What follows belongs to an exercise in optimizing a design on an open flow for small area, a short achievable clock period and few clock cycles; a production flow would make more cautious choices. Function was checked by simulation only, so behaviour that the tests miss may differ from the original. No activity file was given, so power comes from the tool's default toggle rates.

==> v19 <==
// tim_decoder
module tim_decoder (
    input  wire        clk,
    input  wire        rst,
    input  wire        start,
    input  wire [31:0] slen,
    input  wire [31:0] maxres,
    input  wire        cfg_allow_oob,
    input  wire        cfg_ignore_version,
    input  wire        cfg_first_row_only,
    output wire        idle,
    input  wire        s_valid,
    input  wire [7:0]  s_data,
    output reg         s_ready,
    output reg         p_valid,
    input  wire        p_ready,
    output reg  [31:0] p_argb,
    output reg         p_mask,
    output reg         done,
    output reg  [5:0]  reason,
    output reg  [1:0]  fmt,
    output reg  [17:0] width,
    output reg  [15:0] height,
    output reg  [4:0]  page,
    output reg  [7:0]  x_off,
    output reg  [7:0]  y_off,
    output reg         pal_stp
);
    localparam [5:0] R_OK          = 6'd0;
    localparam [5:0] R_TAG         = 6'd1;
    localparam [5:0] R_VERSION     = 6'd2;
    localparam [5:0] R_FMT_CODE    = 6'd3;
    localparam [5:0] R_CLUT_W      = 6'd4;
    localparam [5:0] R_CLUT_H      = 6'd5;
    localparam [5:0] R_PAL_MISSING = 6'd6;
    localparam [5:0] R_STRIDE_ZERO = 6'd7;
    localparam [5:0] R_HEIGHT_ZERO = 6'd8;
    localparam [5:0] R_WIDTH_LARGE = 6'd10;
    localparam [5:0] R_PAGE_RANGE  = 6'd11;
    localparam [5:0] R_HDR_TRUNC   = 6'd16;
    localparam [5:0] R_PAL_TRUNC   = 6'd17;
  ...
Settings: LEC_CHECK=0, CAP_MARGIN=20, CORE_MARGIN=2, CORE_UTILIZATION=30, PLACE_DENSITY=0.5, SLEW_MARGIN=20, SYNTH_MEMORY_MAX_BITS=8192; clock period 14.0 ns.
run.sh (not shown) runs the stock make flow with config.mk's settings and CLKGATE_MAP_FILE= SYNTH_SCRIPT=/design/flow/synth_recipe.tcl, a recipe that flattens the netlist after the stock synthesis.
==> v9: changes against v19 <==
--- a/flow/design.v
+++ b/flow/design.v
@@ -84,61 +84,71 @@
     reg  [3:0]  Wct;
     reg  [3:0]  Wr;
     reg  [3:0]  c;            
     reg  [7:0]  pc;           
     reg         row0;
     reg         stp;
     reg  [1:0]  sb;           
     reg         nib;          
+    reg         sk_v;         
+    reg  [24:0] sk_d;         
+    reg         sk_m;
     reg         v2;           
     reg  [3:0]  a2r, a2p;
     reg         in2;
+    reg         v3;           
+    reg  [15:0] r3;
     reg  [4095:0] ring;
     assign idle = idle_r;
     function [3:0] ct;        
         input [3:0] g;
         begin
             ct = g[3] ? {g[2:0] + 3'd1, 1'b0} : {g[2:0], 1'b1};
         end
     endfunction
-    function [18:0] div3;
-        input [16:0] x;
+    function [2:0] d3s;       
+        input [1:0] r;
+        input       b;
+        begin
+            d3s[2] = r[1] | (r[0] & b);
+            d3s[1] = (r[0] & ~b) | (r[1] & b);
+            d3s[0] = (~r[1] & ~r[0] & b) | (r[1] & ~b);
+        end
+    endfunction
+    function [9:0] d3c8;
+        input [1:0] r;
+        input [7:0] x;
         integer i;
-        reg [1:0] r;
-        reg [2:0] t;
-        reg [16:0] qq;
+        reg [1:0] rr;
+        reg [2:0] st;
+        reg [7:0] qq;
         begin
-            r = 2'd0;
-            for (i = 16; i >= 0; i = i - 1) begin
-                t = {r, x[i]};
-                if (t >= 3'd3) begin
-                    qq[i] = 1'b1;
-                    t = t - 3'd3;
-                end else begin
-                    qq[i] = 1'b0;
-                end
-                r = t[1:0];
+            rr = r;
+            for (i = 7; i >= 0; i = i - 1) begin
+                st = d3s(rr, x[i]);
+                qq[i] = st[2];
+                rr = st[1:0];
             end
-            div3 = {r, qq};
+            d3c8 = {qq, rr};
         end
     endfunction
     function [31:0] expand;
         input [15:0] raw;
         begin
             expand = (raw == 16'd0) ? 32'd0 :
                      {8'hFF, raw[4:0], 3'b000, raw[9:5], 3'b000, raw[14:10], 3'b000};
         end
     endfunction
     wire [7:0] hd   = f0d;
     wire       avail = (n != 2'd0);
     wire       t_last = f0t[1];
     wire       t_tail = f0t[0];
     wire       exhausted = (n == 2'd0) && (rem == 32'd0) && !tol_ok;
-    wire       stall = p_valid & ~p_ready;
+    wire       stall = sk_v;
     wire       fmt_pal = ~fmt[1];
     wire       w_fire = W_pend && (c == Wct);
     wire       pal_hi   = sb[0];
     wire       pal_kept = (fmt == F_I8) || (pc[7:4] == 4'd0);
     wire       pal_st   = row0 && pal_kept;
     wire       pal_blk  = pal_hi && pal_st && W_pend && !w_fire;
     reg        pop;
     always @(*) begin
@@ -156,41 +166,47 @@
     wire       pix_pal = img_go && fmt_pal;
     wire       d24_pad = (sb == 2'd0) && t_tail;
     wire       pix_dir = img_go && !fmt_pal &&
                          ((fmt == F_D16) ? sb[0] : (sb == 2'd2));
     wire [15:0] d16raw = {hd, lo};
     wire [31:0] dir_argb = (fmt == F_D16) ? expand(d16raw) : {8'hFF, lo, g24, hd};
     wire        dir_mask = (fmt == F_D16) ? hd[7] : 1'b0;
     wire [15:0] raw2 = ring[{a2r, a2p} * 16 +: 16];
-    wire [15:0] praw = in2 ? raw2 : 16'd0;
-    wire [18:0] d3   = div3({s16, 1'b0});
+    wire [15:0] praw = r3;
+    wire [31:0] pal_argb = expand(praw);
+    wire        np_v = !sk_v && (fmt_pal ? v3 : pix_dir);
+    wire [24:0] np_d = fmt_pal ? {pal_argb[31], pal_argb[23:0]} : {dir_argb[31], dir_argb[23:0]};
+    wire        np_m = fmt_pal ? praw[15] : dir_mask;
+    reg  [1:0]  d3r;
+    wire [9:0]  d3hi = d3c8(2'd0, hd);
+    wire [9:0]  d3lo = d3c8(d3r, s16[7:0]);
+    wire [2:0]  d3l0 = d3s(d3lo[1:0], 1'b0);
     reg  [17:0] w_calc;
     always @(*) begin
         case (fmt)
             F_I4:    w_calc = {s16, 2'b00};
             F_I8:    w_calc = {1'b0, s16, 1'b0};
             F_D16:   w_calc = {2'b00, s16};
-            default: w_calc = {1'b0, d3[16:0]};
+            default: w_calc = {1'b0, width[16:9], d3lo[9:2], d3l0[2]};
         endcase
     end
-    wire [6:0]  ox2  = {hd[5:0], 1'b0};
-    wire [8:0]  xd3  = div3({10'd0, ox2}) ;
+    wire [9:0]  xd3  = d3c8(2'd0, {1'b0, hd[5:0], 1'b0});
     reg  [7:0]  x_calc;
     always @(*) begin
         case (fmt)
             F_I4:    x_calc = {hd[5:0], 2'b00};
             F_I8:    x_calc = {1'b0, hd[5:0], 1'b0};
             F_D16:   x_calc = {2'b00, hd[5:0]};
-            default: x_calc = {2'b00, xd3[5:0]};
+            default: x_calc = {2'b00, xd3[7:2]};
         endcase
     end
     wire [15:0] h16   = {hd, lo};
     wire        w_big = maxres_big ? 1'b0 : (width > maxres_q);
-    wire [32:0] rsub  = {1'b0, rem} - {16'd0, (ps == P_MUL) ? {s16, 1'b0} : {16'd0, pop}};
+    wire [32:0] rsub  = {1'b0, rem} - {16'd0, (ps == P_MUL) ? {s16, 1'b0} : 17'd1};
     wire [1:0]  n_next = n + {1'b0, push} - {1'b0, pop};
     wire        rem_ge1 = (rem != 32'd0);
     wire        rem_ge2 = (rem[31:1] != 31'd0);
     wire        rem_ge3 = (rem[31:2] != 30'd0) || (rem[1:0] == 2'd3);
     wire        rem_ge4 = (rem[31:2] != 30'd0);
     reg         u_ge1, u_ge2;
     always @(*) begin
         case (n)
@@ -307,17 +323,19 @@
         maxres_big <= (maxres[31:18] != 14'd0);
         c <= c + 4'd1;
         if (rst) begin
             ps      <= P_IDLE;
             idle_r  <= 1'b1;
             s_ready <= 1'b0;
             n       <= 2'd0;
             p_valid <= 1'b0;
+            sk_v    <= 1'b0;
             v2      <= 1'b0;
+            v3      <= 1'b0;
             done    <= 1'b0;
             W_pend  <= 1'b0;
         end else begin
             done <= 1'b0;
             if (push && (n == 2'd0 || (n == 2'd1 && pop))) begin
                 f0d <= s_data;
                 f0t <= {q_is1 && (rq == Q_PAL || rq == Q_IMG) && rows == 16'd1, q <= 17'd2};
             end else if (pop && n == 2'd2) begin
@@ -457,17 +475,21 @@
                                 page[3:0] <= {hd[1:0], lo[7:6]};
                                 xy_bad    <= (hd[7:2] != 6'd0);
                             end
                             4'd6: y_off <= hd;
                             4'd7: begin
                                 page[4] <= hd[0];
                                 if (hd[7:1] != 7'd0) xy_bad <= 1'b1;
                             end
-                            4'd9: s16 <= {hd, lo};
+                            4'd9: begin
+                                s16         <= {hd, lo};
+                                width[16:9] <= d3hi[9:2];
+                                d3r         <= d3hi[1:0];
+                            end
                             4'd10: width <= w_calc;
                             4'd11: begin
                                 height  <= h16;
                                 rows    <= h16;
                                 W       <= h16;
                                 pal_stp <= stp;
                                 sb      <= 2'd0;
                                 nib     <= 1'b0;
@@ -506,17 +528,17 @@
                                 end else begin
                                     sb <= 2'd0;
                                 end
                             end
                         endcase
                     end
                 end
                 P_FIN: begin
-                    if (!v2 && (!p_valid || p_ready)) begin
+                    if (!v2 && !v3 && !sk_v && (!p_valid || p_ready)) begin
                         done   <= 1'b1;
                         idle_r <= 1'b1;
                         ps     <= P_IDLE;
                     end
                 end
                 default: ps <= P_IDLE;
             endcase
             if (fin || fin_px) begin
@@ -534,21 +556,30 @@
             end
             if (stall) begin
                 a2p <= a2p + 4'd1;    
             end else begin
                 v2  <= pix_pal;
                 a2r <= idx[7:4];
                 a2p <= c - ct(idx[3:0]);
                 in2 <= ({1'b0, idx} < cw9);
-                if (fmt_pal) begin
-                    p_valid <= v2;
-                    p_argb  <= expand(praw);
-                    p_mask  <= praw[15];
+                v3  <= v2;
+                r3  <= in2 ? raw2 : 16'd0;
+            end
+            if (!p_valid || p_ready) begin
+                if (sk_v) begin
+                    p_valid <= 1'b1;
+                    p_argb  <= {{8{sk_d[24]}}, sk_d[23:0]};
+                    p_mask  <= sk_m;
+                    sk_v    <= 1'b0;
                 end else begin
-                    p_valid <= pix_dir;
-                    p_argb  <= dir_argb;
-                    p_mask  <= dir_mask;
-                end
+                    p_valid <= np_v;
+                    p_argb  <= {{8{np_d[24]}}, np_d[23:0]};
+                    p_mask  <= np_m;
+                end
+            end else if (!sk_v && np_v) begin
+                sk_v <= 1'b1;
+                sk_d <= np_d;
+                sk_m <= np_m;
             end
         end
     end
 endmodule
==> flow/flow/run.sh (new file) <==
#!/bin/bash
# Layout flow: the standard ORFS flow (standard.sh), unchanged, except that
# timing repair aims for a setup slack margin, so that paths end well inside
# the clock period. The SDC, clock period and all other steps are the standard ones.
set -euo pipefail
bash standard.sh SETUP_SLACK_MARGIN=9.4 finish > flow_make.log 2>&1
==> flow/standard.sh (new file) <==
#!/bin/bash
# synth_recipe.tcl (not shown) runs the flow's synth.tcl, then flattens the netlist and writes it again
# the make line also repeats each setting of config.mk as NAME=value (left out here)
make -C /OpenROAD-flow-scripts/flow DESIGN_CONFIG=/design/flow/config.mk WORK_HOME=/design/flow/orfs CLKGATE_MAP_FILE= SYNTH_SCRIPT=/design/flow/synth_recipe.tcl "${@:-finish}"
removed: flow/run.sh
==> run summary <==
| quantity | v19 | v9 |
|---|---|---|
| Status | timing/DRC/antenna clean | timing/DRC/antenna clean |
| Die Outline Area | 457500 sq um | 463800 sq um |
| Final core utilization | 35.48% | 35.56% |
| Layout buffer count excluding clock buffers | 360 | 357 |
| Drt total wl | 307800 microns | 326100 microns |
| Synthesized-area fraction occupied by adder cells | 0.7934% | 0.6843% |
| Postcts setup bufs | 0 | 33 |
| Site row count | 246 | 248 |
| Psw | 6.275 mW | 6.292 mW |
| Total stage count of the critical path | 70 | 3 |
| Number of fillers in the final layout | 41.76k | 42.64k |
| Synthesized-area fraction occupied by and/or/nand/nor cells | 2.586% | 2.830% |
| Area taken by flip-flops and latches | 91000 sq um | 92360 sq um |
| Capture point of the worst path | width[0] | p_argb[29] |
| Mean instance size in the synthesized netlist | 16.93 sq um | 16.68 sq um |
| Top cell by count, worst path | sky130_fd_sc_hd__ha_2 | sky130_fd_sc_hd__buf_6 |
| Flip-flop and latch share of the layout cell area | 57.03% | 56.91% |
Testbench counts of v19, summed over its fixed seeds: cycles 250,433.
Testbench counts of v9, summed over its fixed seeds: cycles 250,658.

==> re-timing with driven ports <==
How much do the figures lean on ideal ports? The routed layouts below were timed once more, with nothing changed but the port constraints. Step 1: set_driving_cell puts a clkbuf_16 on clk and a buf_2 on each other input, an assumption about the parent block. Step 2 adds t to the input delays and takes it off the output delays; t is the mean of the earliest and latest rising clock arrival at the registers after step 1. Input paths then give back, and output paths get back, about the clock's delay inside the block. Three values: ideal ports, drivers, drivers and shift; two values: the first two.
run | shift t [ns] | setup slack, ns | worst data-port slew with drivers (ns) | cell pins on the clock port's net
v19 | 1.044 | 0.823 / 0.823 / 0.823 | 0.07 | 1
v9 | 1.052 | 9.390 / 9.277 / 8.491 | 0.09 | 1
After both steps every run listed still meets setup and hold. For v9, which loses most, drivers alone change the setup slack by -0.113 ns; drivers and shift together by -0.899 ns.
